This is an optimization exercise on Yosys and OpenROAD, whose aim is a short achievable clock period, not a production implementation. At most, simulation tests tie the RTL to the original design; equivalence was not proved.

## the reference run
==> flow/design.v (excerpt) <==
module ajq_top #(
    parameter N_RX = 16,
    parameter N_TX = 16
) (
    input  wire        clk,
    input  wire        rst,
    input  wire        drx_req_valid,
    input  wire [39:0] drx_req,
    output wire        drx_req_ready,
    output reg         drx_rsp_valid,
    output wire [33:0] drx_rsp,
    input  wire        dtx_req_valid,
    input  wire [39:0] dtx_req,
    output wire        dtx_req_ready,
    output reg         dtx_rsp_valid,
    output wire [33:0] dtx_rsp,
    input  wire        m_req_valid,
    input  wire [39:0] m_req,
    output wire        m_req_ready,
    output reg         m_rsp_valid,
    output reg  [33:0] m_rsp,
    output wire        rxq_empty,
    output wire        rxq_full,
    output wire        txq_empty,
    output wire        txq_full,
    output wire        tx_irq_en,
    output wire [31:0] pkt
);
Size: about 2000 cells after synthesis, ~530 flip-flops, about 270 I/O pins, ~0.024 mm^2 of cells after synthesis.
Settings: LEC_CHECK=0, ABC_CLOCK_PERIOD_IN_PS=1500, CAP_MARGIN=20, CORE_MARGIN=2, CORE_UTILIZATION=40, SETUP_SLACK_MARGIN=2.4, SLEW_MARGIN=20, TNS_END_PERCENT=100; clock period 4.0 ns.
standard.sh (not shown) runs the stock make flow with config.mk's settings and CLKGATE_MAP_FILE= SYNTH_SCRIPT=/design/flow/synth_recipe.tcl, a recipe that flattens the netlist after the stock synthesis.
==> flow/flow/run.sh <==
#!/bin/bash
set -euo pipefail
export BUFFER_PORTS_ARGS="-buffer_cell sky130_fd_sc_hd__buf_4"
bash standard.sh MATCH_CELL_FOOTPRINT=0 finish > flow_make.log 2>&1
Setup changes, the reference run to the trial run
diff --git a/flow/design.v b/flow/design.v
--- a/flow/design.v
+++ b/flow/design.v
@@ -173,20 +173,17 @@
             if (rx_a_ok && rx_push_ok)
                 re_q <= {re_q[13:0], re_q[15:14]};
             else if (rx_a_ok || rx_push_ok)
                 re_q <= re_rot;
         end
     end
-    wire       rh_upd = !rt_q[0] || (m_acc_d && ((op_qpop && !m_q) || op_recv || op_poll));
-    wire [7:0] rh_nv  = !rt_q[0] ? (rx_a_d ? drx_b : m_b) :
-                        (rt_q[1] ? rx_rd1 : drx_b);
-    always @(posedge clk) begin
-        if (rst)
-            rh_q <= 8'h00;
-        else if (rh_upd)
-            rh_q <= rh_nv;
+    always @(posedge clk) begin
+        if (!rt_q[0])
+            rh_q <= rx_a_d ? drx_b : m_b;
+        else if (m_acc_d && ((op_qpop && !m_q) || op_recv || op_poll))
+            rh_q <= rt_q[1] ? rx_rd1 : drx_b;
     end
     wire tx_a_d    = dtx_req_valid && (dtx_op == 4'h6) && !nirq_q;
     wire tx_a      = tx_a_d && !rst;
     wire tx_a_ok   = tx_a && tt_q[0];
     wire tx_emp_a  = !tt_q[0] || (tx_a && !tt_q[1]);
     wire tx_full_a = !tnf_q && !tx_a;
@@ -274,30 +271,24 @@
         if (feed_go_d) begin
             if (pos_q[4]) begin
                 f0_q  <= f1_q;
                 f1_q  <= f2_q;
                 f2_q  <= f3_q;
                 f3_q  <= feed_b;
+                fx_q  <= fx_q ^ f0_q ^ feed_b;
             end else begin
                 if (pos_q[0]) f0_q <= feed_b;
                 if (pos_q[1]) f1_q <= feed_b;
                 if (pos_q[2]) f2_q <= feed_b;
                 if (pos_q[3]) f3_q <= feed_b;
+                fx_q  <= (pos_q[0] ? 8'h00 : fx_q) ^ feed_b;
             end
         end
     end
     always @(posedge clk) begin
-        if (rst)
-            fx_q <= 8'h00;
-        else if (feed_go_d)
-            fx_q <= (pos_q[0] ? 8'h00 : fx_q) ^ (pos_q[4] ? f0_q : 8'h00) ^ feed_b;
-    end
-    always @(posedge clk) begin
-        if (rst)
-            pkt_q <= 32'h0;
-        else if (match_d)
+        if (match_d)
             pkt_q <= {f0_q, f1_q, f2_q, f3_q};
     end
     wire [7:0] enc_c  = m_req[31:24];
     wire [7:0] enc_p1 = m_req[23:16];
     wire [7:0] enc_p2 = m_req[15:8];
     wire [7:0] enc_p3 = m_req[7:0];
## What came out
The trial run was carried through to the last stage, and its layout satisfied the timing, design-rule and antenna checks. The trial run — maximum cell stage delay along the critical path 0.09 ns higher, the reference run as reference. From the reference run to the trial run the numbers moved as follows: share of the clock period used by the worst path shrank by 2.3 points, ratio of routed vias to standard cells shrank by about 0.6%, wire length reported by the detailed router shrank by about 4.6%. Against the reference run, the trial run comes in 0.08 ns higher on required time of the critical path. For the sequential share of layout area, the trial run came in 0.86 points higher than the reference run did. Pin count of the biggest net entering global routing (the trial run vs. the reference run) decreases by more than 10%. The trial run ended with less synthesized-area fraction occupied by and/or/nand/nor cells than the reference run. In the metrics for the trial run and the reference run, the one carrying the higher number of filler instances in the final layout is the reference run.
For the reference run, only the layout was checked, not whether the RTL still works.

[afterwards: timing with drivers on the ports]
The flow's constraints put no driver on any port. The routed layouts listed below were extracted and timed again, unchanged, in two steps. Step 1 sets driving cells, clkbuf_16 on the clock port and buf_2 on the other inputs (assumed; they add their load-dependent delay and slew). Step 2, shift: input delay + t, output delay - t, t = (earliest + latest rising clock arrival at the registers) / 2. This alone moves slack from input paths to output paths. Three values: ideal ports, drivers, drivers and shift; two values: the first two.
run | t, ns | setup WS [ns] | pins driven straight from the clock port
the reference run | 0.684 | 1.791 / 1.778 / 1.094 | 1
the trial run | 0.672 | 1.881 / 1.864 / 1.192 | 1
After both steps setup and hold are still met in every run listed. The setup slack of the reference run, which loses most, moves by -0.013 ns with the drivers and by -0.697 ns with both steps.
